What follows belongs to an exercise in optimizing a design on an open flow for a short achievable clock period and few clock cycles; a production flow would make more cautious choices. Function was checked by simulation only, so behaviour that the tests miss may differ from the original. No activity file was given, so power comes from the tool's default toggle rates.

// lhce_parse
module lhce_parse (
    input  wire        clk,
    input  wire        rst,           
    input  wire        start,
    input  wire [3:0]  op,
    input  wire [15:0] src_addr,
    input  wire [15:0] src_len,
    input  wire [31:0] ph_src,
    input  wire [31:0] ph_dst,
    output wire        busy,
    output reg         done,
    output wire        mem_rd,
    output wire [9:0]  mem_addr,
    input  wire [31:0] mem_rdata,
    output reg  [3:0]  err_code,
    output reg  [3:0]  err_sub,
    output reg  [31:0] r_csum,
    output reg  [31:0] r_csum_field,
    output reg  [31:0] r_ip_len,
    output reg  [31:0] r_ip_misc,
    output reg  [31:0] r_ip_src,
    output reg  [31:0] r_ip_dst,
    output reg  [31:0] r_ip_hdr,
    output reg  [31:0] r_ip_chk,
    output reg  [31:0] r_tcp_ports,
    output reg  [31:0] r_tcp_seq,
    output reg  [31:0] r_tcp_ack,
    output reg  [31:0] r_tcp_ctl,
    output reg  [31:0] r_tcp_csum,
    output reg  [31:0] r_tcp_hdr,
    output reg  [31:0] r_pay,
    output reg  [31:0] r_out
);
Size: ~7800 cells after synthesis, ~1700 flip-flops, roughly 670 I/O pins.
clock: 7.0 ns
lec_check: 0
abc_clock_period_in_ps: 2500
cap_margin: 20
core_margin: 2
core_utilization: 40
cts_cluster_diameter: 100
cts_cluster_size: 20
place_density: 0.6
setup_slack_margin: 4.5
slew_margin: 20
tns_end_percent: 100
run.sh (not shown) runs the stock make flow with config.mk's settings and CLKGATE_MAP_FILE= SYNTH_SCRIPT=/design/flow/synth_recipe.tcl, a recipe that flattens the netlist after the stock synthesis.
Testbench counts at the start, summed over its fixed seeds: cycles 39,733.
Edit:
--- a/flow/design.v
+++ b/flow/design.v
@@ -367,40 +367,39 @@
         n_lt4  <= (c_n < 16'd4);
         n_lt20 <= (c_n < 16'd20);
         e1 <= 1'b1; e1_code <= 4'd0; e1_sub <= 4'd1;
         if (!(is_cip | is_ctcp | is_ipp | is_tcpp | is_frm)) e1_code <= E_ILLEGAL;
         else if (o_sum > 17'd4096)                          e1_code <= E_BAD_RANGE;
         else if (is_ipp && n_lt20)                          e1_code <= E_INV_IP;
         else if (is_tcpp && n_lt20)                         e1_code <= E_INV_TCP;
         else if (is_frm && n_lt4)                           begin e1_code <= E_NOT_IPV4; e1_sub <= 4'd2; end
         else                                                e1 <= 1'b0;
     end
     function [15:0] calc;
         input [15:0] acc;
-        input        cy;
+        input        c1, c2;
         input        sw;
-        reg   [15:0] t, f;
-        integer      i;
+        reg   [16:0] s;
+        reg   [15:0] f;
         begin
-            t[0] = 1'b1;
-            for (i = 1; i < 16; i = i + 1)
-                t[i] = &(acc | ~((16'd1 << i) - 16'd1));
-            if (!cy)             f = acc;
-            else if (&acc)       f = 16'h0001;
-            else                 f = acc ^ t;
+            s = {1'b0, acc} + {16'd0, c1} + {16'd0, c2};
+            f = s[15:0] + {15'd0, s[16]};
             calc = ~(sw ? {f[7:0], f[15:8]} : f);
         end
     endfunction
-    wire [15:0] calc_ip = calc(acc_ip, ca_ip, rodd);
-    wire [15:0] calc_tc = calc(acc_tc, ca_tc, rodd);
+    reg  [15:0] calc_ip, calc_tc;
+    always @(posedge clk) begin
+        calc_ip <= calc(acc_ip, ca_ip, 1'b0, rodd);
+        calc_tc <= calc(acc_tc, ca_tc, 1'b0, rodd);
+    end
     wire fin_e1 = (cyc == 5'd3) && e1;
     wire fin_hc = (cyc == 5'd10) && is_frm && hc_any;
     wire fin    = fin_e1 | fin_hc | Fv;
     wire tcp_ok = tc_match && !d_doff_bad;
     wire w_csum = Fv && (is_cip | is_ctcp);
     wire w_ip   = Fv && !hc_any && (is_ipp || (is_frm && tcp_ok));
     wire w_tcp  = Fv && !hc_any && (is_tcpp | is_frm) && tcp_ok;
     wire w_frm  = Fv && !hc_any && is_frm && tcp_ok;
     always @(posedge clk) begin
         if (!busy_r) begin
             is_cip  <= o_cip;
             is_ctcp <= o_ctcp;
@@ -481,26 +480,26 @@
             xp_tc   <= xt01 ^ xt23;
             xg_tc   <= xt01 & xt23;
             xo_tc   <= xt01 | xt23;
             A_last  <= X_last;
             A_late  <= X_late;
             acc_ip  <= si_n[15:0];
             ca_ip   <= si_n[16];
             acc_tc  <= st_n[15:0];
             ca_tc   <= st_n[16];
             ip_match <= ip_match_n;
             tc_match <= tc_match_n;
             seen    <= seen | A_last;
-            F2      <= A_last && !seen && A_late;
-            Fv      <= F2 || (A_last && !seen && !A_late);
+            F2      <= A_last && !seen && (A_late || is_cip || is_ctcp || is_ipp);
+            Fv      <= F2 || (A_last && !seen && !(A_late || is_cip || is_ctcp || is_ipp));
         end
     end
     always @(posedge clk) begin
         if (rst) begin
             busy_r       <= 1'b0;
             busy_o       <= 1'b0;
             mrd_o        <= 1'b0;
             done         <= 1'b0;
             err_code     <= 4'd0;
             err_sub      <= 4'd0;
             r_csum       <= 32'd0;
             r_csum_field <= 32'd0;
Result: Critical path depth decreases by 1. Final area rises by 1.9%. Core utilization decreases by 0.57 points. Global-route usage is about the same. Sequential power is about the same. Synthesized cell count went up by 3.6%. Sequential share of layout area fell by 0.13 points. Fmax went up by 3.1%. Worst hold slack is worse by 5.1 ps. Wire length grows by 2.1%.
Testbench counts after the change, summed over its fixed seeds: cycles 39,859.

[static timing again, ports no longer ideal]
In the flow no input, the clock included, has a driving cell. The finished layouts below were timed again as built, in two steps.
Step 1: set_driving_cell puts a clkbuf_16 on clk and a buf_2 on each other input, an assumption about the parent block.
Step 2, shift: input delay + t, output delay - t, t = (earliest + latest rising clock arrival at the registers) / 2. This alone moves slack from input paths to output paths.
a / b / c = ideal / step 1 / step 2; a / b = the first two.
run	shift t [ns]	setup slack, ns	worst slew at a driven data input, ns	cell pins on the clock port's net
the first run	0.864	4.152 / 4.119 / 3.255	0.13	1
the second run	0.865	4.238 / 4.169 / 3.428	0.21	1
After both steps setup and hold are still met in every run listed. For the first run, which loses most, drivers alone change the setup slack by -0.033 ns; drivers and shift together by -0.897 ns.
